Background: an optimization exercise with open tools, aiming at small area, a short achievable clock period and few clock cycles. Do not read the settings as production practice. In this exercise RTL edits were held to simulation tests only and were not proved equivalent to the original.

**design/flow/config.mk**
```make
export PLATFORM = sky130hd
export DESIGN_NAME = qfu
export DESIGN_NICKNAME = qfu
export VERILOG_FILES = /design/flow/design.v
export SDC_FILE = /design/flow/constraint.sdc
export NUM_CORES = 4
export LEC_CHECK = 0
export ABC_AREA = 1
export CAP_MARGIN = 20
export CORE_MARGIN = 2
export CORE_UTILIZATION = 40
export CTS_BUF_LIST = sky130_fd_sc_hd__clkbuf_8
export PLACE_DENSITY = 0.6
export SETUP_SLACK_MARGIN = 5
export SLEW_MARGIN = 20
export SYNTH_MEMORY_MAX_BITS = 8192
```
**design/flow/constraint.sdc**
```tcl
create_clock -name core_clock -period 14.0 [get_ports {clk}]
set_input_delay 2.8000 -clock core_clock [delete_from_list [all_inputs] [get_ports {clk}]]
set_output_delay 2.8000 -clock core_clock [all_outputs]
set_load 0.01 [all_outputs]
```
**design/flow/design.v**
```verilog
module qfu_sintab (
    input  wire [7:0]  u,
    output wire [15:0] slope,
    output wire [15:0] icpt
);
    reg [9:0]  sp;
    reg [14:0] ip;
    wire [5:0] vs = u[6] ? ~u[5:0] : u[5:0];
    always @(*) begin
        case (vs)
            6'd0: sp = 10'd804;
            6'd1: sp = 10'd804;
            6'd2: sp = 10'd803;
            6'd3: sp = 10'd801;
            6'd4: sp = 10'd799;
            6'd5: sp = 10'd797;
            6'd6: sp = 10'd794;
            6'd7: sp = 10'd791;
            6'd8: sp = 10'd787;
            6'd9: sp = 10'd782;
            6'd10: sp = 10'd778;
            6'd11: sp = 10'd772;
            6'd12: sp = 10'd767;
            6'd13: sp = 10'd760;
            6'd14: sp = 10'd754;
            6'd15: sp = 10'd747;
            6'd16: sp = 10'd739;
            6'd17: sp = 10'd731;
            6'd18: sp = 10'd723;
            6'd19: sp = 10'd714;
            6'd20: sp = 10'd705;
            6'd21: sp = 10'd695;
            6'd22: sp = 10'd685;
            6'd23: sp = 10'd674;
            6'd24: sp = 10'd663;
            6'd25: sp = 10'd652;
            6'd26: sp = 10'd640;
            6'd27: sp = 10'd628;
            6'd28: sp = 10'd615;
            6'd29: sp = 10'd602;
            6'd30: sp = 10'd589;
            6'd31: sp = 10'd576;
            6'd32: sp = 10'd562;
            6'd33: sp = 10'd547;
            6'd34: sp = 10'd533;
            6'd35: sp = 10'd518;
            6'd36: sp = 10'd503;
            6'd37: sp = 10'd487;
            6'd38: sp = 10'd471;
            6'd39: sp = 10'd455;
            6'd40: sp = 10'd439;
            6'd41: sp = 10'd422;
            6'd42: sp = 10'd405;
            6'd43: sp = 10'd388;
            6'd44: sp = 10'd370;
            6'd45: sp = 10'd353;
            6'd46: sp = 10'd335;
            6'd47: sp = 10'd317;
            6'd48: sp = 10'd299;
            6'd49: sp = 10'd280;
            6'd50: sp = 10'd262;
            6'd51: sp = 10'd243;
            6'd52: sp = 10'd224;
            6'd53: sp = 10'd205;
            6'd54: sp = 10'd186;
            6'd55: sp = 10'd167;
            6'd56: sp = 10'd147;
            6'd57: sp = 10'd128;
            6'd58: sp = 10'd108;
            6'd59: sp = 10'd89;
            6'd60: sp = 10'd69;
            6'd61: sp = 10'd49;
            6'd62: sp = 10'd30;
            6'd63: sp = 10'd10;
            default: sp = 10'd0;
        endcase
    end
    always @(*) begin
        case (u[6:0])
            7'd0: ip = 15'd0;
            7'd1: ip = 15'd804;
            7'd2: ip = 15'd1608;
            7'd3: ip = 15'd2411;
            7'd4: ip = 15'd3212;
            7'd5: ip = 15'd4011;
            7'd6: ip = 15'd4808;
            7'd7: ip = 15'd5602;
            7'd8: ip = 15'd6393;
            7'd9: ip = 15'd7180;
            7'd10: ip = 15'd7962;
            7'd11: ip = 15'd8740;
            7'd12: ip = 15'd9512;
            7'd13: ip = 15'd10279;
            7'd14: ip = 15'd11040;
            7'd15: ip = 15'd11793;
            7'd16: ip = 15'd12540;
            7'd17: ip = 15'd13279;
            7'd18: ip = 15'd14011;
            7'd19: ip = 15'd14733;
            7'd20: ip = 15'd15447;
            7'd21: ip = 15'd16152;
            7'd22: ip = 15'd16847;
            7'd23: ip = 15'd17531;
            7'd24: ip = 15'd18206;
            7'd25: ip = 15'd18869;
            7'd26: ip = 15'd19521;
            7'd27: ip = 15'd20161;
            7'd28: ip = 15'd20789;
            7'd29: ip = 15'd21404;
            7'd30: ip = 15'd22006;
            7'd31: ip = 15'd22596;
            7'd32: ip = 15'd23171;
            7'd33: ip = 15'd23733;
            7'd34: ip = 15'd24280;
            7'd35: ip = 15'd24813;
            7'd36: ip = 15'd25331;
            7'd37: ip = 15'd25834;
            7'd38: ip = 15'd26321;
            7'd39: ip = 15'd26792;
            7'd40: ip = 15'd27247;
            7'd41: ip = 15'd27685;
            7'd42: ip = 15'd28107;
            7'd43: ip = 15'd28512;
            7'd44: ip = 15'd28900;
            7'd45: ip = 15'd29270;
            7'd46: ip = 15'd29623;
            7'd47: ip = 15'd29958;
            7'd48: ip = 15'd30275;
            7'd49: ip = 15'd30573;
            7'd50: ip = 15'd30854;
            7'd51: ip = 15'd31115;
            7'd52: ip = 15'd31358;
            7'd53: ip = 15'd31582;
            7'd54: ip = 15'd31787;
            7'd55: ip = 15'd31973;
            7'd56: ip = 15'd32140;
            7'd57: ip = 15'd32287;
            7'd58: ip = 15'd32415;
            7'd59: ip = 15'd32523;
            7'd60: ip = 15'd32611;
            7'd61: ip = 15'd32680;
            7'd62: ip = 15'd32730;
            7'd63: ip = 15'd32759;
            7'd64: ip = 15'd32767;
            7'd65: ip = 15'd32759;
            7'd66: ip = 15'd32730;
            7'd67: ip = 15'd32680;
            7'd68: ip = 15'd32611;
            7'd69: ip = 15'd32523;
            7'd70: ip = 15'd32415;
            7'd71: ip = 15'd32287;
            7'd72: ip = 15'd32140;
            7'd73: ip = 15'd31973;
            7'd74: ip = 15'd31787;
            7'd75: ip = 15'd31582;
            7'd76: ip = 15'd31358;
            7'd77: ip = 15'd31115;
            7'd78: ip = 15'd30854;
            7'd79: ip = 15'd30573;
            7'd80: ip = 15'd30275;
            7'd81: ip = 15'd29958;
            7'd82: ip = 15'd29623;
            7'd83: ip = 15'd29270;
            7'd84: ip = 15'd28900;
            7'd85: ip = 15'd28512;
            7'd86: ip = 15'd28107;
            7'd87: ip = 15'd27685;
            7'd88: ip = 15'd27247;
            7'd89: ip = 15'd26792;
            7'd90: ip = 15'd26320;
            7'd91: ip = 15'd25833;
            7'd92: ip = 15'd25331;
            7'd93: ip = 15'd24813;
            7'd94: ip = 15'd24280;
            7'd95: ip = 15'd23733;
            7'd96: ip = 15'd23171;
            7'd97: ip = 15'd22596;
            7'd98: ip = 15'd22006;
            7'd99: ip = 15'd21404;
            7'd100: ip = 15'd20789;
            7'd101: ip = 15'd20161;
            7'd102: ip = 15'd19521;
            7'd103: ip = 15'd18869;
            7'd104: ip = 15'd18206;
            7'd105: ip = 15'd17531;
            7'd106: ip = 15'd16847;
            7'd107: ip = 15'd16152;
            7'd108: ip = 15'd15447;
            7'd109: ip = 15'd14733;
            7'd110: ip = 15'd14011;
            7'd111: ip = 15'd13279;
            7'd112: ip = 15'd12540;
            7'd113: ip = 15'd11793;
            7'd114: ip = 15'd11040;
            7'd115: ip = 15'd10279;
            7'd116: ip = 15'd9512;
            7'd117: ip = 15'd8740;
            7'd118: ip = 15'd7962;
            7'd119: ip = 15'd7180;
            7'd120: ip = 15'd6393;
            7'd121: ip = 15'd5602;
            7'd122: ip = 15'd4808;
            7'd123: ip = 15'd4011;
            7'd124: ip = 15'd3212;
            7'd125: ip = 15'd2411;
            7'd126: ip = 15'd1608;
            7'd127: ip = 15'd804;
            default: ip = 15'd0;
        endcase
    end
    wire sneg = u[7] ^ u[6];
    assign slope = sneg ? (16'd0 - {6'd0, sp}) : {6'd0, sp};
    assign icpt  = (u == 8'd192) ? 16'h8000 : (u[7] ? (16'd0 - {1'b0, ip}) : {1'b0, ip});
endmodule
module qfu (
    input  wire        clk,
    input  wire        rst,           
    input  wire        host_valid,
    input  wire        host_we,
    input  wire [4:0]  host_addr,
    input  wire [31:0] host_wdata,
    output wire        host_ready,
    output reg  [31:0] host_rdata,
    output wire        mem_req,
    output wire        mem_we,
    output wire [15:0] mem_addr,
    output wire [15:0] mem_wdata,
    input  wire        mem_ready,
    input  wire [15:0] mem_rdata
);
    localparam [7:0] OP_LDI      = 8'h01,
                     OP_HI       = 8'h02,
                     OP_LO       = 8'h03,
                     OP_PACK     = 8'h04,
                     OP_CVT_N    = 8'h10,
                     OP_CVT_S    = 8'h11,
                     OP_CVT_1516 = 8'h12,
                     OP_CVT_Q15  = 8'h13,
                     OP_CVT_Q16  = 8'h14,
                     OP_ABS      = 8'h20,
                     OP_M1515    = 8'h21,
                     OP_M1516    = 8'h22,
                     OP_M151616  = 8'h23,
                     OP_M1616    = 8'h24,
                     OP_M3216    = 8'h25,
                     OP_M32U16   = 8'h26,
                     OP_M161616  = 8'h27,
                     OP_M1616U16 = 8'h28,
                     OP_M16161616= 8'h29,
                     OP_VMUL     = 8'h2A,
                     OP_DIV      = 8'h2B,
                     OP_INTERP   = 8'h30,
                     OP_LUT      = 8'h31,
                     OP_SIN      = 8'h40;
    localparam [2:0] S_IDLE = 3'd0,
                     S_EX   = 3'd1,    
                     S_DIV  = 3'd2,
                     S_VRD  = 3'd3,
                     S_VWR  = 3'd4,
                     S_LRD1 = 3'd5,
                     S_LRD2 = 3'd6;
    reg  [2:0]  state;
    reg  [1:0]  ph;
    reg         ill;
    reg  [31:0] cmd;
    reg  [511:0] rf;       
    reg  [16:0] dreg;      
    reg  [31:0] treg;      
    reg  [15:0] rrem;      
    reg  [15:0] cnt;       
    reg  [3:0]  pa, pb;      
    reg         x_dreg, x_hi, x_sgn, x_mem;
    reg         y_dreg, y_lo8, y_sgn, y_lw, y_w;
    reg         z_fin, z_int, z_sin, z_full, z_hi, z_128;
    function [31:0] rf_word(input [511:0] v, input [3:0] a);
        reg [255:0] l1;
        reg [127:0] l2;
        reg [63:0]  l3;
        integer j;
        begin
            for (j = 0; j < 8; j = j + 1)
                l1[j*32 +: 32] = a[0] ? v[(2*j+1)*32 +: 32] : v[(2*j)*32 +: 32];
            for (j = 0; j < 4; j = j + 1)
                l2[j*32 +: 32] = a[1] ? l1[(2*j+1)*32 +: 32] : l1[(2*j)*32 +: 32];
            for (j = 0; j < 2; j = j + 1)
                l3[j*32 +: 32] = a[2] ? l2[(2*j+1)*32 +: 32] : l2[(2*j)*32 +: 32];
            rf_word = a[3] ? l3[63:32] : l3[31:0];
        end
    endfunction
    function legal_cmd(input [31:0] w);
        begin
            case (w[31:24])
                OP_LDI:                                    legal_cmd = (w[19:16] == 4'd0);
                OP_HI, OP_LO,
                OP_CVT_N, OP_CVT_S, OP_CVT_1516,
                OP_CVT_Q15, OP_CVT_Q16, OP_ABS, OP_SIN:    legal_cmd = (w[15:0] == 16'd0);
                OP_PACK,
                OP_M1515, OP_M1516, OP_M151616, OP_M1616,
                OP_M3216, OP_M32U16, OP_M161616,
                OP_M1616U16, OP_M16161616, OP_DIV,
                OP_LUT:                                    legal_cmd = (w[11:0] == 12'd0);
                OP_VMUL, OP_INTERP:                        legal_cmd = (w[7:0] == 8'd0);
                default:                                   legal_cmd = 1'b0;
            endcase
        end
    endfunction
    wire [7:0]  op   = cmd[31:24];
    wire [3:0]  rd   = cmd[23:20];    
    wire [15:0] imm  = cmd[15:0];
    wire op_m23    = (op == OP_M151616);
    wire op_m2x    = (op == OP_M3216) | (op == OP_M32U16) |
                     (op == OP_M161616) | (op == OP_M1616U16);
    wire op_m29    = (op == OP_M16161616);
    wire op_interp = (op == OP_INTERP);
    wire op_sin    = (op == OP_SIN);
    wire op_lut    = (op == OP_LUT);
    wire op_div    = (op == OP_DIV);
    wire op_vmul   = (op == OP_VMUL);
    wire op_fin    = op_interp | op_sin;     
    wire [1:0] ph_last = op_m29 ? 2'd3 :
                         (op_m23 | op_m2x | op_fin) ? 2'd1 : 2'd0;
    wire ex_last  = (state == S_EX) && (ph == ph_last) && !op_div && !op_vmul && !op_lut;
    wire div_last = (state == S_DIV) && (cnt[3:0] == 4'd10);
    wire lut_last = (state == S_LRD2) && mem_ready;          
    wire wb_ff    = ex_last || div_last;                     
    wire wb_now   = wb_ff || lut_last;
    wire free_now = (state == S_IDLE) || wb_now;
    wire busy     = (state != S_IDLE);
    wire [3:0] ha = host_addr[3:0];
    wire h_reg   = !host_addr[4];
    wire h_cmd   = host_addr == 5'd16;
    wire h_free  = host_addr[4] && !(h_cmd && host_we);     
    wire h_rd_ok = free_now && !(wb_now && ha == rd);
    wire h_wr_ok = (state == S_IDLE) || (wb_now && ha == rd) ||
                   (wb_ff && ha != pa && ha != pb);
    wire h_cmd_ok = free_now && !(wb_now && (host_wdata[19:16] == rd || host_wdata[15:12] == rd));
    assign host_ready = h_free ||
                        (h_reg && (host_we ? h_wr_ok : h_rd_ok)) ||
                        (h_cmd && h_cmd_ok);
    wire host_fire   = host_valid && host_ready;
    wire host_reg_wr = host_fire && host_we && h_reg;
    wire host_cmd_wr = host_fire && host_we && h_cmd;
    wire acc_cmd     = host_cmd_wr && legal_cmd(host_wdata);
    wire hold = wb_ff && host_reg_wr && (ha != rd);
    wire [31:0] rd_pa;
    always @(*) begin
        if (h_reg)
            host_rdata = rd_pa;
        else if (host_addr == 5'd17)
            host_rdata = {30'd0, ill, busy};
        else
            host_rdata = 32'd0;
    end
    reg  [31:0] opa;
    reg  [15:0] opb;
    wire [31:0] xa = opa;
    wire [15:0] xb = opb;
    wire [16:0] mx = x_mem  ? {mem_rdata[15], mem_rdata} :
                     x_dreg ? dreg :
                     x_hi   ? {1'b0, xa[31:16]} :
                              {x_sgn & xa[15], xa[15:0]};
    wire [8:0]  lut_w1 = 9'd256 - {1'b0, xb[7:0]};           
    wire [16:0] my = y_dreg ? dreg :
                     y_lw   ? {8'd0, lut_w1} :
                     y_w    ? {9'd0, xb[7:0]} :
                     y_lo8  ? {1'b0, xb[7:0], 8'd0} :
                              {y_sgn & xb[15], xb};
    wire [31:0] mz = z_fin  ? {(z_int ? xa[15:0] : treg[15:0]), (z_sin ? 16'h0000 : 16'h8000)} :
                     z_full ? treg :
                     z_hi   ? {16'd0, treg[31:16]} :
                     z_128  ? 32'd128 : 32'd0;
    wire [31:0] mp;
    qfu_mul u_mul (.mx(mx), .my(my), .mz(mz), .mp(mp));
    wire [15:0] cvt_q16 = (xa[31:16] == 16'h0000) ? xa[15:0] :
                          (xa[31] ? 16'h0000 : 16'hFFFF);
    wire [15:0] abs_r   = (xa[15:0] == 16'h8000) ? 16'h7FFF :
                          (xa[15] ? (16'd0 - xa[15:0]) : xa[15:0]);
    reg [15:0] dv_r1, dv_r2, dv_r3;
    reg [31:0] dv_t1, dv_t2, dv_t3;
    function [47:0] dv_step(input [15:0] r, input [31:0] t, input [15:0] d);
        reg [16:0] sh;
        reg [17:0] diff;
        begin
            sh      = {r, t[31]};
            diff    = {1'b0, sh} - {2'b00, d};
            dv_step = {(diff[17] ? sh[15:0] : diff[15:0]), t[30:0], !diff[17]};
        end
    endfunction
    always @(*) begin
        {dv_r1, dv_t1} = dv_step(rrem,  treg,  dreg[15:0]);
        {dv_r2, dv_t2} = dv_step(dv_r1, dv_t1, dreg[15:0]);
        {dv_r3, dv_t3} = dv_step(dv_r2, dv_t2, dreg[15:0]);
    end
    wire [31:0] dv_q = dv_t3;                        
    wire dv_small = (xa[15:0] < xb);
    reg [31:0] ex_res;
    always @(*) begin
        case (op)
            OP_LDI:       ex_res = {16'd0, imm};
            OP_HI:        ex_res = {16'd0, xa[31:16]};
            OP_LO:        ex_res = {16'd0, xa[15:0]};
            OP_PACK:      ex_res = {xa[15:0], xb};
            OP_CVT_N:     ex_res = {16'd0, xa[14:0], 1'b0};
            OP_CVT_S:     ex_res = xa[15] ? 32'd0 : {16'd0, xa[14:0], 1'b0};
            OP_CVT_1516:  ex_res = {16'd0, xa[15:0]};
            OP_CVT_Q15:   ex_res = {17'd0, xa[15:1]};
            OP_CVT_Q16:   ex_res = {16'd0, cvt_q16};
            OP_ABS:       ex_res = {16'd0, abs_r};
            OP_M1515:     ex_res = {16'd0, mp[30:15]};
            OP_M151616:   ex_res = {16'd0, mp[15:0]};
            OP_M3216,
            OP_M161616:   ex_res = mp;
            OP_M32U16,
            OP_M1616U16,
            OP_M16161616: ex_res = {mp[15:0], treg[15:0]};
            OP_DIV:       ex_res = dv_q;
            OP_LUT:       ex_res = {16'd0, mp[23:8]};
            default:      ex_res = {16'd0, mp[31:16]};    
        endcase
    end
    wire [7:0]  sin_u = xa[15:8] & {8{op_sin}};
    wire [15:0] sin_slope, sin_icpt;
    qfu_sintab u_rom (.u(sin_u), .slope(sin_slope), .icpt(sin_icpt));
    wire        lut_rd = (state == S_LRD1) || (state == S_LRD2);
    wire        lut_ph = (state == S_LRD2);
    wire [15:0] m_off  = lut_rd ? 16'd0 : op_lut ? {8'd0, xb[15:8]} : cnt;
    wire [15:0] m_base = (state == S_VRD) ? treg[15:0] :    
                         lut_rd           ? dreg[15:0] :    
                                            xa[15:0];       
    assign mem_addr  = m_base + m_off + {15'd0, lut_ph};
    assign mem_req   = (state == S_EX && ph == 2'd0 && (op_lut | op_vmul)) ||
                       state == S_VRD || state == S_VWR ||
                       state == S_LRD1 || state == S_LRD2;
    assign mem_we    = (state == S_VWR);
    assign mem_wdata = treg[31:16];
    wire        rf_we = host_reg_wr || wb_now;
    wire [3:0]  rf_wa = host_reg_wr ? ha : rd;
    wire [31:0] rf_wd = host_reg_wr ? host_wdata : ex_res;
    genvar gw;
    generate
        for (gw = 0; gw < 16; gw = gw + 1) begin : g_rf
            always @(posedge clk) begin
                if (rf_we && rf_wa == gw)
                    rf[gw*32 +: 32] <= rf_wd;
            end
        end
    endgenerate
    reg [2:0] state_n;
    reg [1:0] ph_n;
    always @(*) begin
        state_n = state;
        ph_n    = ph;
        if (!hold) begin
            if (free_now)
                state_n = S_IDLE;
            case (state)
                S_EX: begin
                    ph_n = ph + 2'd1;
                    if (op_div)
                        state_n = S_DIV;
                    if (op_lut && ph == 2'd0)
                        state_n = mem_ready ? S_LRD2 : S_LRD1;
                    if (op_vmul)
                        state_n = mem_ready ? S_VWR : S_VRD;
                end
                S_LRD1: if (mem_ready) state_n = S_LRD2;
                S_VRD:  if (mem_ready) state_n = S_VWR;
                S_VWR:  if (mem_ready) state_n = (cnt + 16'd1 == xb) ? S_IDLE : S_VRD;
                default: ;
            endcase
            if (acc_cmd) begin
                state_n = S_EX;
                ph_n    = 2'd0;
            end
        end
    end
    wire [3:0] ra = cmd[19:16];
    wire [3:0] rb = cmd[15:12];
    wire [3:0] rc = cmd[11:8];
    wire [1:0] ph1 = ph + 2'd1;
    reg  [3:0] pa_cont, pb_cont;
    always @(*) begin
        pa_cont = ra;
        pb_cont = rb;
        if (wb_ff) begin
            pa_cont = pa;
            pb_cont = pb;
        end else if ((state == S_EX && op_vmul) || state == S_VRD || state == S_VWR) begin
            pa_cont = rd;
            pb_cont = rc;
        end else if (state == S_EX) begin
            if (op_m23) begin
                pa_cont = rb;
                pb_cont = ra;
            end
            if (op_m29 && ph1[1]) begin
                pa_cont = rb;
                pb_cont = ra;
            end
            if (op_interp)
                pb_cont = rc;
            if (op_sin)
                pb_cont = ra;
        end
    end
    wire        new_cmd = h_cmd && host_we && free_now;    
    wire        pa_host = h_reg && !host_we && ((state == S_IDLE) || wb_ff || lut_ph);
    wire [3:0]  pa_op   = new_cmd ? host_wdata[19:16] : pa_cont;
    wire [3:0]  pb_op   = new_cmd ? host_wdata[15:12] : pb_cont;
    assign      rd_pa   = rf_word(rf, pa_host ? ha : pa_op);
    wire [31:0] rd_pb   = rf_word(rf, pb_op);
    wire [31:0] cmd_n = acc_cmd ? host_wdata : cmd;
    wire [7:0]  op_n  = cmd_n[31:24];
    wire n_m23    = (op_n == OP_M151616);
    wire n_m2x    = (op_n == OP_M3216) | (op_n == OP_M32U16) |
                    (op_n == OP_M161616) | (op_n == OP_M1616U16);
    wire n_m29    = (op_n == OP_M16161616);
    wire n_interp = (op_n == OP_INTERP);
    wire n_sin    = (op_n == OP_SIN);
    wire n_lut    = (op_n == OP_LUT);
    wire n_fin    = n_interp | n_sin;
    wire n_lrd    = n_lut && (state_n == S_EX || state_n == S_LRD1);    
    wire n_lrd2   = n_lut && (state_n == S_LRD2);                       
    wire n_vmul   = (op_n == OP_VMUL);
    wire n_vrd    = n_vmul && (state_n == S_EX || state_n == S_VRD);    
    always @(posedge clk) begin
        if (rst) begin
            state <= S_IDLE;
            ill   <= 1'b0;
        end else begin
            state <= state_n;
            if (host_cmd_wr && !legal_cmd(host_wdata))
                ill <= 1'b1;
        end
        ph <= ph_n;
        if (acc_cmd)
            cmd <= host_wdata;
        pa  <= pa_op;
        pb  <= pb_op;
        opa <= rd_pa;
        opb <= rd_pb[15:0];
        x_mem  <= n_vrd || n_lrd || n_lrd2;
        x_dreg <= n_fin;
        x_hi   <= ((n_m2x || n_m23) && ph_n == 2'd1) || (n_m29 && ph_n != 2'd0);
        x_sgn  <= (op_n == OP_M1515) || (op_n == OP_M1516) || (n_m23 && ph_n == 2'd0);
        y_dreg <= (n_m29 && ph_n == 2'd3) || (n_vmul && state_n == S_VRD);
        y_lo8  <= n_sin;
        y_lw   <= n_lrd;
        y_w    <= n_lrd2;
        y_sgn  <= (op_n == OP_M1515) || (n_m23 && ph_n == 2'd1);
        z_fin  <= n_fin;
        z_int  <= n_interp;
        z_sin  <= n_sin;
        z_full <= (n_m29 && ph_n == 2'd2) || n_lrd2;
        z_128  <= n_lrd;
        z_hi   <= (n_m23 || n_m2x || n_m29) && ph_n != 2'd0;
        if (!hold) begin
            case (state)
                S_EX: begin
                    treg <= mp;
                    if (op_m29 && ph == 2'd1)
                        dreg <= {1'b0, xa[31:16]};
                    if (op_interp)
                        dreg <= {xb[15], xb} - {xa[15], xa[15:0]};
                    if (op_sin) begin
                        dreg       <= {sin_slope[15], sin_slope};
                        treg[15:0] <= sin_icpt;
                    end
                    if (op_lut)
                        dreg <= {1'b0, mem_addr};
                    if (op_div) begin
                        treg    <= dv_small ? {xa[1:0], 30'd0} : {1'b0, xa[15:0], 15'd0};
                        rrem    <= dv_small ? {2'b00, xa[15:2]} : 16'd0;
                        cnt     <= dv_small ? 16'd5 : 16'd0;
                        dreg  <= {1'b0, xb};
                    end
                    if (op_vmul) begin
                        treg[15:0]  <= xa[15:0];
                        dreg        <= {1'b0, xb};
                        treg[31:16] <= mp[31:16];
                    end
                end
                S_DIV: begin
                    treg <= dv_t3;
                    rrem <= dv_r3;
                    cnt  <= cnt + 16'd1;
                end
                S_LRD1: if (mem_ready) treg <= mp;      
                S_VRD:  if (mem_ready) treg[31:16] <= mp[31:16];
                S_VWR:  if (mem_ready) cnt <= cnt + 16'd1;
                default: ;
            endcase
        end
        if (acc_cmd)
            cnt <= 16'd0;
    end
endmodule
module qfu_mul (
    input  wire [16:0] mx,
    input  wire [16:0] my,
    input  wire [31:0] mz,
    output wire [31:0] mp
);
    wire [18:0] ye = {my[16], my, 1'b0};
    wire [18:0] xe = {mx[16], mx, 1'b0};
    wire b0_n = ye[2];
    wire b0_1 = ye[1] ^ ye[0];
    wire b0_2 = (ye[2] & ~ye[1] & ~ye[0]) | (~ye[2] & ye[1] & ye[0]);
    wire [17:0] pp0;
    genvar g0;
    generate for (g0 = 0; g0 <= 17; g0 = g0 + 1) begin : gpp0
        assign pp0[g0] = ((b0_1 & xe[g0+1]) | (b0_2 & xe[g0])) ^ b0_n;
    end endgenerate
    wire b1_n = ye[4];
    wire b1_1 = ye[3] ^ ye[2];
    wire b1_2 = (ye[4] & ~ye[3] & ~ye[2]) | (~ye[4] & ye[3] & ye[2]);
    wire [17:0] pp1;
    genvar g1;
    generate for (g1 = 0; g1 <= 17; g1 = g1 + 1) begin : gpp1
        assign pp1[g1] = ((b1_1 & xe[g1+1]) | (b1_2 & xe[g1])) ^ b1_n;
    end endgenerate
    wire b2_n = ye[6];
    wire b2_1 = ye[5] ^ ye[4];
    wire b2_2 = (ye[6] & ~ye[5] & ~ye[4]) | (~ye[6] & ye[5] & ye[4]);
    wire [17:0] pp2;
    genvar g2;
    generate for (g2 = 0; g2 <= 17; g2 = g2 + 1) begin : gpp2
        assign pp2[g2] = ((b2_1 & xe[g2+1]) | (b2_2 & xe[g2])) ^ b2_n;
    end endgenerate
    wire b3_n = ye[8];
    wire b3_1 = ye[7] ^ ye[6];
    wire b3_2 = (ye[8] & ~ye[7] & ~ye[6]) | (~ye[8] & ye[7] & ye[6]);
    wire [17:0] pp3;
    genvar g3;
    generate for (g3 = 0; g3 <= 17; g3 = g3 + 1) begin : gpp3
        assign pp3[g3] = ((b3_1 & xe[g3+1]) | (b3_2 & xe[g3])) ^ b3_n;
    end endgenerate
    wire b4_n = ye[10];
    wire b4_1 = ye[9] ^ ye[8];
    wire b4_2 = (ye[10] & ~ye[9] & ~ye[8]) | (~ye[10] & ye[9] & ye[8]);
    wire [17:0] pp4;
    genvar g4;
    generate for (g4 = 0; g4 <= 17; g4 = g4 + 1) begin : gpp4
        assign pp4[g4] = ((b4_1 & xe[g4+1]) | (b4_2 & xe[g4])) ^ b4_n;
    end endgenerate
    wire b5_n = ye[12];
    wire b5_1 = ye[11] ^ ye[10];
    wire b5_2 = (ye[12] & ~ye[11] & ~ye[10]) | (~ye[12] & ye[11] & ye[10]);
    wire [17:0] pp5;
    genvar g5;
    generate for (g5 = 0; g5 <= 17; g5 = g5 + 1) begin : gpp5
        assign pp5[g5] = ((b5_1 & xe[g5+1]) | (b5_2 & xe[g5])) ^ b5_n;
    end endgenerate
    wire b6_n = ye[14];
    wire b6_1 = ye[13] ^ ye[12];
    wire b6_2 = (ye[14] & ~ye[13] & ~ye[12]) | (~ye[14] & ye[13] & ye[12]);
    wire [17:0] pp6;
    genvar g6;
    generate for (g6 = 0; g6 <= 17; g6 = g6 + 1) begin : gpp6
        assign pp6[g6] = ((b6_1 & xe[g6+1]) | (b6_2 & xe[g6])) ^ b6_n;
    end endgenerate
    wire b7_n = ye[16];
    wire b7_1 = ye[15] ^ ye[14];
    wire b7_2 = (ye[16] & ~ye[15] & ~ye[14]) | (~ye[16] & ye[15] & ye[14]);
    wire [17:0] pp7;
    genvar g7;
    generate for (g7 = 0; g7 <= 17; g7 = g7 + 1) begin : gpp7
        assign pp7[g7] = ((b7_1 & xe[g7+1]) | (b7_2 & xe[g7])) ^ b7_n;
    end endgenerate
    wire b8_n = ye[18];
    wire b8_1 = ye[17] ^ ye[16];
    wire b8_2 = (ye[18] & ~ye[17] & ~ye[16]) | (~ye[18] & ye[17] & ye[16]);
    wire [17:0] pp8;
    genvar g8;
    generate for (g8 = 0; g8 <= 17; g8 = g8 + 1) begin : gpp8
        assign pp8[g8] = ((b8_1 & xe[g8+1]) | (b8_2 & xe[g8])) ^ b8_n;
    end endgenerate
    wire t1 = pp0[14] ^ pp1[12];
    wire t2 = pp0[14] & pp1[12];
    wire t3 = pp0[15] ^ pp1[13];
    wire t4 = pp0[15] & pp1[13];
    wire t5 = pp0[16] ^ pp1[14] ^ pp2[12];
    wire t6 = (pp0[16] & pp1[14]) | (pp0[16] & pp2[12]) | (pp1[14] & pp2[12]);
    wire t7 = pp3[10] ^ pp4[8];
    wire t8 = pp3[10] & pp4[8];
    wire t9 = ~pp0[17] ^ pp1[15] ^ pp2[13];
    wire t10 = (~pp0[17] & pp1[15]) | (~pp0[17] & pp2[13]) | (pp1[15] & pp2[13]);
    wire t11 = pp3[11] ^ pp4[9] ^ pp5[7];
    wire t12 = (pp3[11] & pp4[9]) | (pp3[11] & pp5[7]) | (pp4[9] & pp5[7]);
    wire t13 = pp1[16] ^ pp2[14] ^ pp3[12];
    wire t14 = (pp1[16] & pp2[14]) | (pp1[16] & pp3[12]) | (pp2[14] & pp3[12]);
    wire t15 = pp4[10] ^ pp5[8];
    wire t16 = pp4[10] & pp5[8];
    wire t17 = ~pp1[17] ^ pp2[15] ^ pp3[13];
    wire t18 = (~pp1[17] & pp2[15]) | (~pp1[17] & pp3[13]) | (pp2[15] & pp3[13]);
    wire t19 = pp2[16] ^ pp3[14];
    wire t20 = pp2[16] & pp3[14];
    wire t21 = pp0[8] ^ pp1[6];
    wire t22 = pp0[8] & pp1[6];
    wire t23 = pp0[9] ^ pp1[7];
    wire t24 = pp0[9] & pp1[7];
    wire t25 = pp0[10] ^ pp1[8] ^ pp2[6];
    wire t26 = (pp0[10] & pp1[8]) | (pp0[10] & pp2[6]) | (pp1[8] & pp2[6]);
    wire t27 = pp3[4] ^ pp4[2];
    wire t28 = pp3[4] & pp4[2];
    wire t29 = pp0[11] ^ pp1[9] ^ pp2[7];
    wire t30 = (pp0[11] & pp1[9]) | (pp0[11] & pp2[7]) | (pp1[9] & pp2[7]);
    wire t31 = pp3[5] ^ pp4[3];
    wire t32 = pp3[5] & pp4[3];
    wire t33 = pp0[12] ^ pp1[10] ^ pp2[8];
    wire t34 = (pp0[12] & pp1[10]) | (pp0[12] & pp2[8]) | (pp1[10] & pp2[8]);
    wire t35 = pp3[6] ^ pp4[4] ^ pp5[2];
    wire t36 = (pp3[6] & pp4[4]) | (pp3[6] & pp5[2]) | (pp4[4] & pp5[2]);
    wire t37 = pp6[0] ^ b6_n;
    wire t38 = pp6[0] & b6_n;
    wire t39 = pp0[13] ^ pp1[11] ^ pp2[9];
    wire t40 = (pp0[13] & pp1[11]) | (pp0[13] & pp2[9]) | (pp1[11] & pp2[9]);
    wire t41 = pp3[7] ^ pp4[5] ^ pp5[3];
    wire t42 = (pp3[7] & pp4[5]) | (pp3[7] & pp5[3]) | (pp4[5] & pp5[3]);
    wire t43 = pp6[1] ^ mz[13];
    wire t44 = pp6[1] & mz[13];
    wire t45 = pp2[10] ^ pp3[8] ^ pp4[6];
    wire t46 = (pp2[10] & pp3[8]) | (pp2[10] & pp4[6]) | (pp3[8] & pp4[6]);
    wire t47 = pp5[4] ^ pp6[2] ^ pp7[0];
    wire t48 = (pp5[4] & pp6[2]) | (pp5[4] & pp7[0]) | (pp6[2] & pp7[0]);
    wire t49 = b7_n ^ mz[14] ^ t1;
    wire t50 = (b7_n & mz[14]) | (b7_n & t1) | (mz[14] & t1);
    wire t51 = pp2[11] ^ pp3[9] ^ pp4[7];
    wire t52 = (pp2[11] & pp3[9]) | (pp2[11] & pp4[7]) | (pp3[9] & pp4[7]);
    wire t53 = pp5[5] ^ pp6[3] ^ pp7[1];
    wire t54 = (pp5[5] & pp6[3]) | (pp5[5] & pp7[1]) | (pp6[3] & pp7[1]);
    wire t55 = mz[15] ^ t2 ^ t3;
    wire t56 = (mz[15] & t2) | (mz[15] & t3) | (t2 & t3);
    wire t57 = pp5[6] ^ pp6[4] ^ pp7[2];
    wire t58 = (pp5[6] & pp6[4]) | (pp5[6] & pp7[2]) | (pp6[4] & pp7[2]);
    wire t59 = pp8[0] ^ b8_n ^ mz[16];
    wire t60 = (pp8[0] & b8_n) | (pp8[0] & mz[16]) | (b8_n & mz[16]);
    wire t61 = t4 ^ t5 ^ t7;
    wire t62 = (t4 & t5) | (t4 & t7) | (t5 & t7);
    wire t63 = pp6[5] ^ pp7[3] ^ pp8[1];
    wire t64 = (pp6[5] & pp7[3]) | (pp6[5] & pp8[1]) | (pp7[3] & pp8[1]);
    wire t65 = mz[17] ^ 1'b1 ^ t6;
    wire t66 = (mz[17] & 1'b1) | (mz[17] & t6) | (1'b1 & t6);
    wire t67 = t8 ^ t9 ^ t11;
    wire t68 = (t8 & t9) | (t8 & t11) | (t9 & t11);
    wire t69 = pp6[6] ^ pp7[4] ^ pp8[2];
    wire t70 = (pp6[6] & pp7[4]) | (pp6[6] & pp8[2]) | (pp7[4] & pp8[2]);
    wire t71 = mz[18] ^ 1'b1 ^ t10;
    wire t72 = (mz[18] & 1'b1) | (mz[18] & t10) | (1'b1 & t10);
    wire t73 = t12 ^ t13 ^ t15;
    wire t74 = (t12 & t13) | (t12 & t15) | (t13 & t15);
    wire t75 = pp4[11] ^ pp5[9] ^ pp6[7];
    wire t76 = (pp4[11] & pp5[9]) | (pp4[11] & pp6[7]) | (pp5[9] & pp6[7]);
    wire t77 = pp7[5] ^ pp8[3] ^ mz[19];
    wire t78 = (pp7[5] & pp8[3]) | (pp7[5] & mz[19]) | (pp8[3] & mz[19]);
    wire t79 = t14 ^ t16 ^ t17;
    wire t80 = (t14 & t16) | (t14 & t17) | (t16 & t17);
    wire t81 = pp4[12] ^ pp5[10] ^ pp6[8];
    wire t82 = (pp4[12] & pp5[10]) | (pp4[12] & pp6[8]) | (pp5[10] & pp6[8]);
    wire t83 = pp7[6] ^ pp8[4] ^ mz[20];
    wire t84 = (pp7[6] & pp8[4]) | (pp7[6] & mz[20]) | (pp8[4] & mz[20]);
    wire t85 = 1'b1 ^ t18 ^ t19;
    wire t86 = (1'b1 & t18) | (1'b1 & t19) | (t18 & t19);
    wire t87 = ~pp2[17] ^ pp3[15] ^ pp4[13];
    wire t88 = (~pp2[17] & pp3[15]) | (~pp2[17] & pp4[13]) | (pp3[15] & pp4[13]);
    wire t89 = pp5[11] ^ pp6[9] ^ pp7[7];
    wire t90 = (pp5[11] & pp6[9]) | (pp5[11] & pp7[7]) | (pp6[9] & pp7[7]);
    wire t91 = pp8[5] ^ mz[21] ^ t20;
    wire t92 = (pp8[5] & mz[21]) | (pp8[5] & t20) | (mz[21] & t20);
    wire t93 = pp3[16] ^ pp4[14] ^ pp5[12];
    wire t94 = (pp3[16] & pp4[14]) | (pp3[16] & pp5[12]) | (pp4[14] & pp5[12]);
    wire t95 = pp6[10] ^ pp7[8] ^ pp8[6];
    wire t96 = (pp6[10] & pp7[8]) | (pp6[10] & pp8[6]) | (pp7[8] & pp8[6]);
    wire t97 = mz[22] ^ 1'b1;
    wire t98 = mz[22] & 1'b1;
    wire t99 = ~pp3[17] ^ pp4[15] ^ pp5[13];
    wire t100 = (~pp3[17] & pp4[15]) | (~pp3[17] & pp5[13]) | (pp4[15] & pp5[13]);
    wire t101 = pp6[11] ^ pp7[9] ^ pp8[7];
    wire t102 = (pp6[11] & pp7[9]) | (pp6[11] & pp8[7]) | (pp7[9] & pp8[7]);
    wire t103 = pp4[16] ^ pp5[14] ^ pp6[12];
    wire t104 = (pp4[16] & pp5[14]) | (pp4[16] & pp6[12]) | (pp5[14] & pp6[12]);
    wire t105 = pp7[10] ^ pp8[8];
    wire t106 = pp7[10] & pp8[8];
    wire t107 = ~pp4[17] ^ pp5[15] ^ pp6[13];
    wire t108 = (~pp4[17] & pp5[15]) | (~pp4[17] & pp6[13]) | (pp5[15] & pp6[13]);
    wire t109 = pp5[16] ^ pp6[14];
    wire t110 = pp5[16] & pp6[14];
    wire t111 = pp0[4] ^ pp1[2];
    wire t112 = pp0[4] & pp1[2];
    wire t113 = pp0[5] ^ pp1[3];
    wire t114 = pp0[5] & pp1[3];
    wire t115 = pp0[6] ^ pp1[4] ^ pp2[2];
    wire t116 = (pp0[6] & pp1[4]) | (pp0[6] & pp2[2]) | (pp1[4] & pp2[2]);
    wire t117 = pp3[0] ^ b3_n;
    wire t118 = pp3[0] & b3_n;
    wire t119 = pp0[7] ^ pp1[5] ^ pp2[3];
    wire t120 = (pp0[7] & pp1[5]) | (pp0[7] & pp2[3]) | (pp1[5] & pp2[3]);
    wire t121 = pp3[1] ^ mz[7];
    wire t122 = pp3[1] & mz[7];
    wire t123 = pp2[4] ^ pp3[2] ^ pp4[0];
    wire t124 = (pp2[4] & pp3[2]) | (pp2[4] & pp4[0]) | (pp3[2] & pp4[0]);
    wire t125 = b4_n ^ mz[8] ^ t21;
    wire t126 = (b4_n & mz[8]) | (b4_n & t21) | (mz[8] & t21);
    wire t127 = pp2[5] ^ pp3[3] ^ pp4[1];
    wire t128 = (pp2[5] & pp3[3]) | (pp2[5] & pp4[1]) | (pp3[3] & pp4[1]);
    wire t129 = mz[9] ^ t22 ^ t23;
    wire t130 = (mz[9] & t22) | (mz[9] & t23) | (t22 & t23);
    wire t131 = pp5[0] ^ b5_n ^ mz[10];
    wire t132 = (pp5[0] & b5_n) | (pp5[0] & mz[10]) | (b5_n & mz[10]);
    wire t133 = t24 ^ t25 ^ t27;
    wire t134 = (t24 & t25) | (t24 & t27) | (t25 & t27);
    wire t135 = pp5[1] ^ mz[11] ^ t26;
    wire t136 = (pp5[1] & mz[11]) | (pp5[1] & t26) | (mz[11] & t26);
    wire t137 = t28 ^ t29 ^ t31;
    wire t138 = (t28 & t29) | (t28 & t31) | (t29 & t31);
    wire t139 = mz[12] ^ t30 ^ t32;
    wire t140 = (mz[12] & t30) | (mz[12] & t32) | (t30 & t32);
    wire t141 = t33 ^ t35 ^ t37;
    wire t142 = (t33 & t35) | (t33 & t37) | (t35 & t37);
    wire t143 = t34 ^ t36 ^ t38;
    wire t144 = (t34 & t36) | (t34 & t38) | (t36 & t38);
    wire t145 = t39 ^ t41 ^ t43;
    wire t146 = (t39 & t41) | (t39 & t43) | (t41 & t43);
    wire t147 = t40 ^ t42 ^ t44;
    wire t148 = (t40 & t42) | (t40 & t44) | (t42 & t44);
    wire t149 = t45 ^ t47 ^ t49;
    wire t150 = (t45 & t47) | (t45 & t49) | (t47 & t49);
    wire t151 = t46 ^ t48 ^ t50;
    wire t152 = (t46 & t48) | (t46 & t50) | (t48 & t50);
    wire t153 = t51 ^ t53 ^ t55;
    wire t154 = (t51 & t53) | (t51 & t55) | (t53 & t55);
    wire t155 = t52 ^ t54 ^ t56;
    wire t156 = (t52 & t54) | (t52 & t56) | (t54 & t56);
    wire t157 = t57 ^ t59 ^ t61;
    wire t158 = (t57 & t59) | (t57 & t61) | (t59 & t61);
    wire t159 = t58 ^ t60 ^ t62;
    wire t160 = (t58 & t60) | (t58 & t62) | (t60 & t62);
    wire t161 = t63 ^ t65 ^ t67;
    wire t162 = (t63 & t65) | (t63 & t67) | (t65 & t67);
    wire t163 = t64 ^ t66 ^ t68;
    wire t164 = (t64 & t66) | (t64 & t68) | (t66 & t68);
    wire t165 = t69 ^ t71 ^ t73;
    wire t166 = (t69 & t71) | (t69 & t73) | (t71 & t73);
    wire t167 = t70 ^ t72 ^ t74;
    wire t168 = (t70 & t72) | (t70 & t74) | (t72 & t74);
    wire t169 = t75 ^ t77 ^ t79;
    wire t170 = (t75 & t77) | (t75 & t79) | (t77 & t79);
    wire t171 = t76 ^ t78 ^ t80;
    wire t172 = (t76 & t78) | (t76 & t80) | (t78 & t80);
    wire t173 = t81 ^ t83 ^ t85;
    wire t174 = (t81 & t83) | (t81 & t85) | (t83 & t85);
    wire t175 = t82 ^ t84 ^ t86;
    wire t176 = (t82 & t84) | (t82 & t86) | (t84 & t86);
    wire t177 = t87 ^ t89 ^ t91;
    wire t178 = (t87 & t89) | (t87 & t91) | (t89 & t91);
    wire t179 = t88 ^ t90 ^ t92;
    wire t180 = (t88 & t90) | (t88 & t92) | (t90 & t92);
    wire t181 = t93 ^ t95 ^ t97;
    wire t182 = (t93 & t95) | (t93 & t97) | (t95 & t97);
    wire t183 = mz[23] ^ t94 ^ t96;
    wire t184 = (mz[23] & t94) | (mz[23] & t96) | (t94 & t96);
    wire t185 = t98 ^ t99 ^ t101;
    wire t186 = (t98 & t99) | (t98 & t101) | (t99 & t101);
    wire t187 = mz[24] ^ 1'b1 ^ t100;
    wire t188 = (mz[24] & 1'b1) | (mz[24] & t100) | (1'b1 & t100);
    wire t189 = t102 ^ t103 ^ t105;
    wire t190 = (t102 & t103) | (t102 & t105) | (t103 & t105);
    wire t191 = pp7[11] ^ pp8[9] ^ mz[25];
    wire t192 = (pp7[11] & pp8[9]) | (pp7[11] & mz[25]) | (pp8[9] & mz[25]);
    wire t193 = t104 ^ t106 ^ t107;
    wire t194 = (t104 & t106) | (t104 & t107) | (t106 & t107);
    wire t195 = pp7[12] ^ pp8[10] ^ mz[26];
    wire t196 = (pp7[12] & pp8[10]) | (pp7[12] & mz[26]) | (pp8[10] & mz[26]);
    wire t197 = 1'b1 ^ t108 ^ t109;
    wire t198 = (1'b1 & t108) | (1'b1 & t109) | (t108 & t109);
    wire t199 = ~pp5[17] ^ pp6[15] ^ pp7[13];
    wire t200 = (~pp5[17] & pp6[15]) | (~pp5[17] & pp7[13]) | (pp6[15] & pp7[13]);
    wire t201 = pp8[11] ^ mz[27] ^ t110;
    wire t202 = (pp8[11] & mz[27]) | (pp8[11] & t110) | (mz[27] & t110);
    wire t203 = pp6[16] ^ pp7[14] ^ pp8[12];
    wire t204 = (pp6[16] & pp7[14]) | (pp6[16] & pp8[12]) | (pp7[14] & pp8[12]);
    wire t205 = mz[28] ^ 1'b1;
    wire t206 = mz[28] & 1'b1;
    wire t207 = ~pp6[17] ^ pp7[15] ^ pp8[13];
    wire t208 = (~pp6[17] & pp7[15]) | (~pp6[17] & pp8[13]) | (pp7[15] & pp8[13]);
    wire t209 = pp7[16] ^ pp8[14];
    wire t210 = pp7[16] & pp8[14];
    wire t211 = pp0[2] ^ pp1[0];
    wire t212 = pp0[2] & pp1[0];
    wire t213 = pp0[3] ^ pp1[1];
    wire t214 = pp0[3] & pp1[1];
    wire t215 = pp2[0] ^ b2_n ^ mz[4];
    wire t216 = (pp2[0] & b2_n) | (pp2[0] & mz[4]) | (b2_n & mz[4]);
    wire t217 = pp2[1] ^ mz[5] ^ t112;
    wire t218 = (pp2[1] & mz[5]) | (pp2[1] & t112) | (mz[5] & t112);
    wire t219 = mz[6] ^ t114 ^ t115;
    wire t220 = (mz[6] & t114) | (mz[6] & t115) | (t114 & t115);
    wire t221 = t116 ^ t118 ^ t119;
    wire t222 = (t116 & t118) | (t116 & t119) | (t118 & t119);
    wire t223 = t120 ^ t122 ^ t123;
    wire t224 = (t120 & t122) | (t120 & t123) | (t122 & t123);
    wire t225 = t124 ^ t126 ^ t127;
    wire t226 = (t124 & t126) | (t124 & t127) | (t126 & t127);
    wire t227 = t128 ^ t130 ^ t131;
    wire t228 = (t128 & t130) | (t128 & t131) | (t130 & t131);
    wire t229 = t132 ^ t134 ^ t135;
    wire t230 = (t132 & t134) | (t132 & t135) | (t134 & t135);
    wire t231 = t136 ^ t138 ^ t139;
    wire t232 = (t136 & t138) | (t136 & t139) | (t138 & t139);
    wire t233 = t140 ^ t142 ^ t143;
    wire t234 = (t140 & t142) | (t140 & t143) | (t142 & t143);
    wire t235 = t144 ^ t146 ^ t147;
    wire t236 = (t144 & t146) | (t144 & t147) | (t146 & t147);
    wire t237 = t148 ^ t150 ^ t151;
    wire t238 = (t148 & t150) | (t148 & t151) | (t150 & t151);
    wire t239 = t152 ^ t154 ^ t155;
    wire t240 = (t152 & t154) | (t152 & t155) | (t154 & t155);
    wire t241 = t156 ^ t158 ^ t159;
    wire t242 = (t156 & t158) | (t156 & t159) | (t158 & t159);
    wire t243 = t160 ^ t162 ^ t163;
    wire t244 = (t160 & t162) | (t160 & t163) | (t162 & t163);
    wire t245 = t164 ^ t166 ^ t167;
    wire t246 = (t164 & t166) | (t164 & t167) | (t166 & t167);
    wire t247 = t168 ^ t170 ^ t171;
    wire t248 = (t168 & t170) | (t168 & t171) | (t170 & t171);
    wire t249 = t172 ^ t174 ^ t175;
    wire t250 = (t172 & t174) | (t172 & t175) | (t174 & t175);
    wire t251 = t176 ^ t178 ^ t179;
    wire t252 = (t176 & t178) | (t176 & t179) | (t178 & t179);
    wire t253 = t180 ^ t182 ^ t183;
    wire t254 = (t180 & t182) | (t180 & t183) | (t182 & t183);
    wire t255 = t184 ^ t186 ^ t187;
    wire t256 = (t184 & t186) | (t184 & t187) | (t186 & t187);
    wire t257 = t188 ^ t190 ^ t191;
    wire t258 = (t188 & t190) | (t188 & t191) | (t190 & t191);
    wire t259 = t192 ^ t194 ^ t195;
    wire t260 = (t192 & t194) | (t192 & t195) | (t194 & t195);
    wire t261 = t196 ^ t198 ^ t199;
    wire t262 = (t196 & t198) | (t196 & t199) | (t198 & t199);
    wire t263 = t200 ^ t202 ^ t203;
    wire t264 = (t200 & t202) | (t200 & t203) | (t202 & t203);
    wire t265 = mz[29] ^ t204 ^ t206;
    wire t266 = (mz[29] & t204) | (mz[29] & t206) | (t204 & t206);
    wire t267 = mz[30] ^ 1'b1 ^ t208;
    wire t268 = (mz[30] & 1'b1) | (mz[30] & t208) | (1'b1 & t208);
    wire t269 = ~pp7[17] ^ pp8[15] ^ mz[31];
    wire t270 = (~pp7[17] & pp8[15]) | (~pp7[17] & mz[31]) | (pp8[15] & mz[31]);
    wire t271 = pp0[0] ^ b0_n;
    wire t272 = pp0[0] & b0_n;
    wire t273 = pp0[1] ^ mz[1];
    wire t274 = pp0[1] & mz[1];
    wire t275 = b1_n ^ mz[2] ^ t211;
    wire t276 = (b1_n & mz[2]) | (b1_n & t211) | (mz[2] & t211);
    wire t277 = mz[3] ^ t212 ^ t213;
    wire t278 = (mz[3] & t212) | (mz[3] & t213) | (t212 & t213);
    wire t279 = t111 ^ t214 ^ t215;
    wire t280 = (t111 & t214) | (t111 & t215) | (t214 & t215);
    wire t281 = t113 ^ t216 ^ t217;
    wire t282 = (t113 & t216) | (t113 & t217) | (t216 & t217);
    wire t283 = t117 ^ t218 ^ t219;
    wire t284 = (t117 & t218) | (t117 & t219) | (t218 & t219);
    wire t285 = t121 ^ t220 ^ t221;
    wire t286 = (t121 & t220) | (t121 & t221) | (t220 & t221);
    wire t287 = t125 ^ t222 ^ t223;
    wire t288 = (t125 & t222) | (t125 & t223) | (t222 & t223);
    wire t289 = t129 ^ t224 ^ t225;
    wire t290 = (t129 & t224) | (t129 & t225) | (t224 & t225);
    wire t291 = t133 ^ t226 ^ t227;
    wire t292 = (t133 & t226) | (t133 & t227) | (t226 & t227);
    wire t293 = t137 ^ t228 ^ t229;
    wire t294 = (t137 & t228) | (t137 & t229) | (t228 & t229);
    wire t295 = t141 ^ t230 ^ t231;
    wire t296 = (t141 & t230) | (t141 & t231) | (t230 & t231);
    wire t297 = t145 ^ t232 ^ t233;
    wire t298 = (t145 & t232) | (t145 & t233) | (t232 & t233);
    wire t299 = t149 ^ t234 ^ t235;
    wire t300 = (t149 & t234) | (t149 & t235) | (t234 & t235);
    wire t301 = t153 ^ t236 ^ t237;
    wire t302 = (t153 & t236) | (t153 & t237) | (t236 & t237);
    wire t303 = t157 ^ t238 ^ t239;
    wire t304 = (t157 & t238) | (t157 & t239) | (t238 & t239);
    wire t305 = t161 ^ t240 ^ t241;
    wire t306 = (t161 & t240) | (t161 & t241) | (t240 & t241);
    wire t307 = t165 ^ t242 ^ t243;
    wire t308 = (t165 & t242) | (t165 & t243) | (t242 & t243);
    wire t309 = t169 ^ t244 ^ t245;
    wire t310 = (t169 & t244) | (t169 & t245) | (t244 & t245);
    wire t311 = t173 ^ t246 ^ t247;
    wire t312 = (t173 & t246) | (t173 & t247) | (t246 & t247);
    wire t313 = t177 ^ t248 ^ t249;
    wire t314 = (t177 & t248) | (t177 & t249) | (t248 & t249);
    wire t315 = t181 ^ t250 ^ t251;
    wire t316 = (t181 & t250) | (t181 & t251) | (t250 & t251);
    wire t317 = t185 ^ t252 ^ t253;
    wire t318 = (t185 & t252) | (t185 & t253) | (t252 & t253);
    wire t319 = t189 ^ t254 ^ t255;
    wire t320 = (t189 & t254) | (t189 & t255) | (t254 & t255);
    wire t321 = t193 ^ t256 ^ t257;
    wire t322 = (t193 & t256) | (t193 & t257) | (t256 & t257);
    wire t323 = t197 ^ t258 ^ t259;
    wire t324 = (t197 & t258) | (t197 & t259) | (t258 & t259);
    wire t325 = t201 ^ t260 ^ t261;
    wire t326 = (t201 & t260) | (t201 & t261) | (t260 & t261);
    wire t327 = t205 ^ t262 ^ t263;
    wire t328 = (t205 & t262) | (t205 & t263) | (t262 & t263);
    wire t329 = t207 ^ t264 ^ t265;
    wire t330 = (t207 & t264) | (t207 & t265) | (t264 & t265);
    wire t331 = t209 ^ t266 ^ t267;
    wire t332 = (t209 & t266) | (t209 & t267) | (t266 & t267);
    wire t333 = t210 ^ t268 ^ t269;
    wire t334 = (t210 & t268) | (t210 & t269) | (t268 & t269);
    wire [31:0] ra = {t332, t330, t328, t326, t324, t322, t320, t318, t316, t314, t312, t310, t308, t306, t304, t302, t300, t298, t296, t294, t292, t290, t288, t286, t284, t282, t280, t278, t276, t274, t272, mz[0]};
    wire [31:0] rb = {t333, t331, t329, t327, t325, t323, t321, t319, t317, t315, t313, t311, t309, t307, t305, t303, t301, t299, t297, t295, t293, t291, t289, t287, t285, t283, t281, t279, t277, t275, t273, t271};
    assign mp = ra + rb;
endmodule
```
**design/flow/run.sh**
```bash
#!/bin/bash
# synth_recipe.tcl (not shown) runs the flow's synth.tcl, then flattens the netlist and writes it again
# the make line also repeats each setting of config.mk as NAME=value (left out here)
make -C /OpenROAD-flow-scripts/flow DESIGN_CONFIG=/design/flow/config.mk WORK_HOME=/design/flow/orfs CLKGATE_MAP_FILE= SYNTH_SCRIPT=/design/flow/synth_recipe.tcl finish
```
==> out/qor.yml, run 1 <==
netlist_instances: 6894
rows: 134
hp-class: "reg -> reg"
cp-start-kind: "primary input"
postRouteAntennaNets: 0
post-route-min-period_ns: 9.00
setup_viol: 0
cts_tree: "built"
rrSetupSlack_ns: 5.14
gp_routability_congestion: 1.05
ys_seq_area_share_pct: 37.0
setup-tns-final_ns: 0
yosysWarnings: 2
overflow: 0
fmax_ghz: 0.111
synth_flop_cell: "edfxtp_1"
clk_pin_slew_ns: 0.06
hold_buffers: 0
area_delta_synth_final_pct: 12.6
cts-root-buf: "clkbuf_8"
slew_headroom_pct: 20.0
clkLatencyLatePin_ns: 0.91
hpwl_um: 163000
skew_ns: 0.0871
grt_max_degree: 145
drt-initial-drc-count: 7305
status: "timing/DRC/antenna clean"
synth_cell_types: 75
clockBufferDepth: 3
place_ws_ns: 2.98
via_count: 53300
io_pins: 125
fin_ws_ns: 5.00
dieArea_mm2: 0.138
cts.sinks: 699
die_w_um: 372
fin_crit_sh_pct: 64.3
ys_ff_latch: 699
synth_nets: 7275
synth_edf_count: 601
wl_per_cell_um: 27.1
drt-pass1-iter-count: 9
die_h_um: 372
htree_num_levels: 3
antenna_found_initial: 16
rsz0062_at_grt: "yes"
critPathKind: "in -> out"
nNetsFinal: 7331
end_kind: "output port"
port_buffers: 124
worstPathRequired_ns: 11.20
drive_gt1_share_pct: 9.06
max-cap-violations: 0
arrival_ns: 6.20
grt_first_pass_wirelength_um: 341000
syn_area_mm2: 0.0541
syn_avg_cell_area_um2: 7.84
core_area_mm2: 0.134
start_util_pct: 40.4
numCtsBuffers: 120
hold_viol_final: 0
wirelength_um: 239000
grtUsageTotal_pct: 33.7
path_max_fanout: 32
worstMarginPinSlew_ns: 1.19
async_flop_share_pct: 0
post-route-drc-count: 0
grt_pass1_vias: 49100
viasPerCell: 6.03
drv_slew: 0
-- layout by cell type, fill, tap and decap left out, types with 13 or more instances in the layout --
| cell | instances |
|---|---|
| nand2_1 | 1763 |
| inv_1 | 821 |
| edfxtp_1 | 601 |
| nand3_1 | 564 |
| o21ai_0 | 354 |
| o211ai_1 | 318 |
| a21oi_1 | 286 |
| nor2_1 | 284 |
| xor2_1 | 208 |
| o22ai_1 | 190 |
| ha_1 | 184 |
| buf_4 | 151 |
| fa_1 | 139 |
| clkbuf_8 | 137 |
| clkdlybuf4s50_1 | 96 |
| dfxtp_1 | 88 |
| o21ai_1 | 67 |
| xnor2_1 | 52 |
| nor3_1 | 49 |
| inv_2 | 45 |
| or2_2 | 45 |
| o221ai_1 | 34 |
| nand4_1 | 33 |
| nand2_2 | 29 |
| clkinv_1 | 27 |
| a22oi_1 | 26 |
| a31oi_1 | 21 |
| nor2_4 | 21 |
| dlygate4sd2_1 | 20 |
| o2111ai_1 | 19 |
| o21a_1 | 17 |
| clkinv_2 | 17 |
| o21ai_2 | 16 |
| o21bai_1 | 15 |
| nor2_2 | 15 |
| or2_0 | 15 |
| a21oi_2 | 14 |
| nor4_1 | 14 |
| or2_1 | 13 |
| buf_16 | 13 |
-- timing repair --
| item | CTS | global route |
|---|---|---|
| resized for setup | 112 | 75 |
| endpoints found under the setup margin | 317 | 548 |
| gates cloned | 16 | 4 |
| setup buffers | 9 | 33 |
| pin swaps | 10 | 14 |
-- cell families after synthesis --
logic type,Yosys count,synth area share [%]
compound gates,1472,16.9
mux,1,0.0185
fa+ha+maj,323,9.41
flops,699,37.0
simple gates,2902,22.8
buf+inv,1229,9.41
xor+xnor,268,4.39
-- critical path, stage by stage --
cell and delay (ns):
dlygate4sd2_1 0.55, nand2_1 0.25, nand4_2 0.22, nand2_4 0.15, buf_12 0.16, o21ai_1 0.22, nand2_1 0.13, o21ai_4 0.10
buf_6 0.46, nand3_1 0.25, a21oi_4 0.25, clkdlybuf4s50_1 0.58
-- cells in the mapped netlist, types with 16 or more instances --
master     number  share of area, %
xor2_1        210               3.4
a31oi_1        22              0.25
o21a_1         18              0.25
clkinv_1       18              0.12
nand2_1      1783                12
xnor2_1        56              0.91
o2111ai_1      19              0.31
o21bai_1       18              0.25
inv_1         783               5.4
buf_2         119               1.1
o22ai_1       190               2.2
fa_1          139               5.1
o21ai_2        16              0.26
buf_1          18              0.12
or2_2          45              0.52
dfxtp_1        98               3.6
buf_6          23              0.48
o221ai_1       34              0.55
ha_1          184               4.3
edfxtp_1      601                33
nor3_1         54              0.50
o21ai_1        54              0.50
nand2_2        20              0.23
a22oi_1        27              0.37
a21oi_1       303               2.8
nand4_1        33              0.38
clkbuf_1      181               1.3
o21ai_0       374               3.5
nand3_1       565               5.2
nor2_1        302               2.1
inv_2          45              0.31
o211ai_1      318               4.4
buf_4          40              0.56
-- state kept, by name, indices dropped and copies added, names as in the netlist, 16 cells and up --
signal,cells
treg,32
rrem,16
rf,512
cnt,16
cmd,32
opa,32
dreg,17
opb,16
-- area by class of cell --
cell class / instances / area (µm²)
inverters: 847 / 3250
diodes: 10 / 25.0
flip-flops and latches: 699 / 20000
well taps: 1768 / 2210
repair buffers: 309 / 3130
multi-input cells: 4973 / 29700
clock buffers: 137 / 1890
clock inverters: 88 / 658
fillers: 13300 / 72900
-- worst paths after layout --
kind	startpoint	end	depth (start not counted)
worst max-delay path	mem_ready	host_rdata[5]	12
worst min-delay path	ill	ill	1
worst max register to register	opb[9]	rf[279]	31
worst min register to register	ill	ill	1
-- per-stage QoR --
stage               hold slack (ns)  cells  utilization, %  area, µm²
detailed placement            0.483   8533            42.5      56800
global route                  0.509   8826            45.5      60800
floorplan                     0.458   6894               -      54100
CTS                           0.498   8783            45.0      60200
global placement              0.470   8532            42.5      56800
finish                        0.493   8831            45.5      60900
-- metal layers --
| layer | GRT usage, % | share of wire, % | vias up |
|---|---|---|---|
| met5 | 0 | 0.023 | - |
| met4 | 17.5 | 6.2 | 8 |
| met3 | 7.73 | 12 | 745 |
| met2 | 50.6 | 43 | 3397 |
| met1 | 45.2 | 39 | 25500 |
| li1 | - | - | 23600 |
Testbench counts, summed over its fixed seeds: cycles 10,962.
==> run 2, diff against run 1 <==
--- a/design/flow/config.mk
+++ b/design/flow/config.mk
@@ -9,7 +9,6 @@
 export CAP_MARGIN = 20
 export CORE_MARGIN = 2
 export CORE_UTILIZATION = 40
-export CTS_BUF_LIST = sky130_fd_sc_hd__clkbuf_8
 export PLACE_DENSITY = 0.6
 export SETUP_SLACK_MARGIN = 5
 export SLEW_MARGIN = 20
==> run 2 against run 1 <==
Compared with the run above: still clean; routed wire length down 0.28%; worst hold slack worse by 0.0030 ns; sequential share of layout area down 0.074 points; via count down 1.0%; non-clock buffer count down 11; global-route usage down 0.087 points; fmax down 0.20%; final area up 0.20%; register-to-register slack better by 0.03 ns.
==> out/qor.yml, run 2 <==
regMostFlops: "rf"
cts.sinks: 699
worstPathRequired_ns: 11.20
netlist_instances: 6894
grt_max_degree: 145
synth_top_area_share_pct: 33.4
grt_pass1_vias: 48700
synth_area_leader_cell: "edfxtp_1"
arrival_ns: 6.22
critPathKind: "in -> out"
wl_per_cell_um: 27.3
numCtsBuffers: 81
synth_edf_count: 601
nNetsFinal: 7281
drv_slew: 0
slew_headroom_pct: 20.7
rr_worst_depth: 25
synth_cell_types: 75
dieArea_mm2: 0.138
clockBufferDepth: 3
fmax_ghz: 0.111
synth.most_common_cell: "nand2_1"
htree_num_levels: 3
synth_common_cells: "1783 x nand2_1, 783 x inv_1, 601 x edfxtp_1, 565 x nand3_1, 374 x o21ai_0"
skew_ns: 0.0893
synth_area_leaders: "edfxtp_1 33%, nand2_1 12%, inv_1 5.4%, nand3_1 5.2%, fa_1 5.1%"
final_common_cell: "nand2_1"
postRouteAntennaNets: 0
port_buffers: 124
antenna_found_initial: 15
viasPerCell: 6.03
fin_ws_ns: 4.98
cts-root-buf: "clkbuf_16"
hold_buffers: 0
io_pins: 125
die_w_um: 372
hp-class: "reg -> reg"
hpwl_um: 163000
drt-pass1-iter-count: 6
core_area_mm2: 0.134
holdWs_ns: 0.490
drt-initial-drc-count: 7134
grtUsageTotal_pct: 33.6
fill_cells: 13300
largest_reg_flops: 512
async_flop_share_pct: 0
wirelength_um: 238000
status: "timing/DRC/antenna clean"
yosysWarnings: 2
synth_flop_cell: "edfxtp_1"
design_area_mm2: 0.0610
via_count: 52700
rsz0062_at_grt: "yes"
rrSetupSlack_ns: 5.17
syn_avg_cell_area_um2: 7.84
mostFrequentLayoutCells: "1759 x nand2_1, 774 x inv_1, 601 x edfxtp_1, 564 x nand3_1, 351 x o21ai_0"
clkLatencyLatePin_ns: 0.72
synth_nets: 7275
post-route-min-period_ns: 9.02
hold_viol_final: 0
setup-tns-final_ns: 0
syn_area_mm2: 0.0541
gp_routability_congestion: 1.05
fin_crit_sh_pct: 64.4
hold_depth: 1
die_h_um: 372
worstMarginPinSlew_ns: 1.18
setup_viol: 0
drive_gt1_share_pct: 8.59
start_util_pct: 40.4
place_ws_ns: 2.98
path_max_fanout: 31
cp-start-kind: "primary input"
place_area_mm2: 0.0568
max-cap-violations: 0
rows: 134
overflow: 0
ys_ff_latch: 699
ys_seq_area_share_pct: 37.0
clk_pin_slew_ns: 0.06
area_delta_synth_final_pct: 12.8
grt_first_pass_wirelength_um: 340000
cts_tree: "built"
post-route-drc-count: 0
end_kind: "output port"
-- run 2: layer usage --
metal | GRT usage, % | vias to the layer above | share of wire [%]
met3 | 8.05 | 689 | 12
met2 | 50.6 | 3370 | 43
met1 | 44.8 | 25200 | 39
met5 | 0 | - | 0.014
li1 | - | 23500 | -
met4 | 17.3 | 6 | 6.0
-- run 2: cell type report --
cell class | count | area (µm²) | area share [%]
repair inverters | 1 | 11.3 | 0.0185
repair buffers | 298 | 3010 | 4.94
clock inverters | 42 | 527 | 0.864
inverters | 847 | 3230 | 5.30
clock buffers | 106 | 2200 | 3.61
multi-input cells | 4972 | 29700 | 48.8
flip-flops and latches | 699 | 20000 | 32.8
diodes | 11 | 27.5 | 0.0451
well taps | 1768 | 2210 | 3.63
-- run 2: worst max-delay path, cell delays in order --
cell             delay, ns
dlygate4sd2_1         0.57
nand2_1               0.26
nand4_2               0.23
nand2_4               0.16
nand2_1               0.16
o211ai_4              0.10
buf_12                0.15
nand2_8               0.15
buf_12                0.13
bufbuf_16             0.36
o211ai_1              0.11
nand3_1               0.08
nand3_1               0.11
a21oi_2               0.25
clkdlybuf4s50_1       0.57
-- run 2: kinds of logic after synthesis --
kind of cell / Yosys count / synth area share, %
AND/OR/NAND/NOR: 2902 / 22.8
AO/OA/AOI/OAI: 1472 / 16.9
buffers and inverters: 1229 / 9.41
flip-flops: 699 / 37.0
adder cells (fa/ha/maj): 323 / 9.41
XOR/XNOR: 268 / 4.39
multiplexers: 1 / 0.0185
-- run 2: what timing repair did --
item | in CTS | in global routing
endpoints found under the setup margin | 387 | 537
pin swaps | 13 | 14
buffers inserted | 17 | 15
gates resized for setup | 121 | 84
cloned | 15 | 4
-- run 2: per-stage QoR --
| step | cells | utilization (%) |
|---|---|---|
| finish | 8744 | 45.6 |
| CTS | 8713 | 45.2 |
| detailed placement | 8533 | 42.5 |
| global placement | 8532 | 42.5 |
| global route | 8738 | 45.6 |
| floorplan | 6894 | - |
-- run 2: path summary, 6_finish.rpt --
path	from	end
min reg2reg	ill	ill
min	ill	ill
max	mem_ready	host_rdata[19]
max reg2reg	x_hi	rf[496]

## static timing again, ports no longer ideal
No port has a modelled driver above. Below, the same layouts with a new extraction and two added sets of constraints.
Step 1 assumes that a clkbuf_16 drives the clock port and a buf_2 every other input.
Step 2 moves the port delays by t, midway between the first and last clock arrival at a register: inputs arrive t later, outputs are due t later. That takes back most of the time a late clock gives input paths.
a / b / c = ideal / step 1 / step 2; a / b = the first two.
run | t, ns | setup WS [ns] | pins driven straight from the clock port
run 1 | 0.938 | 4.998 / 4.939 / 4.244 | 1
run 2 | 0.754 | 4.980 / 4.942 / 4.403 | 1
After both steps every run listed still meets setup and hold. The setup slack of run 1, which loses most, moves by -0.059 ns with the drivers and by -0.754 ns with both steps.
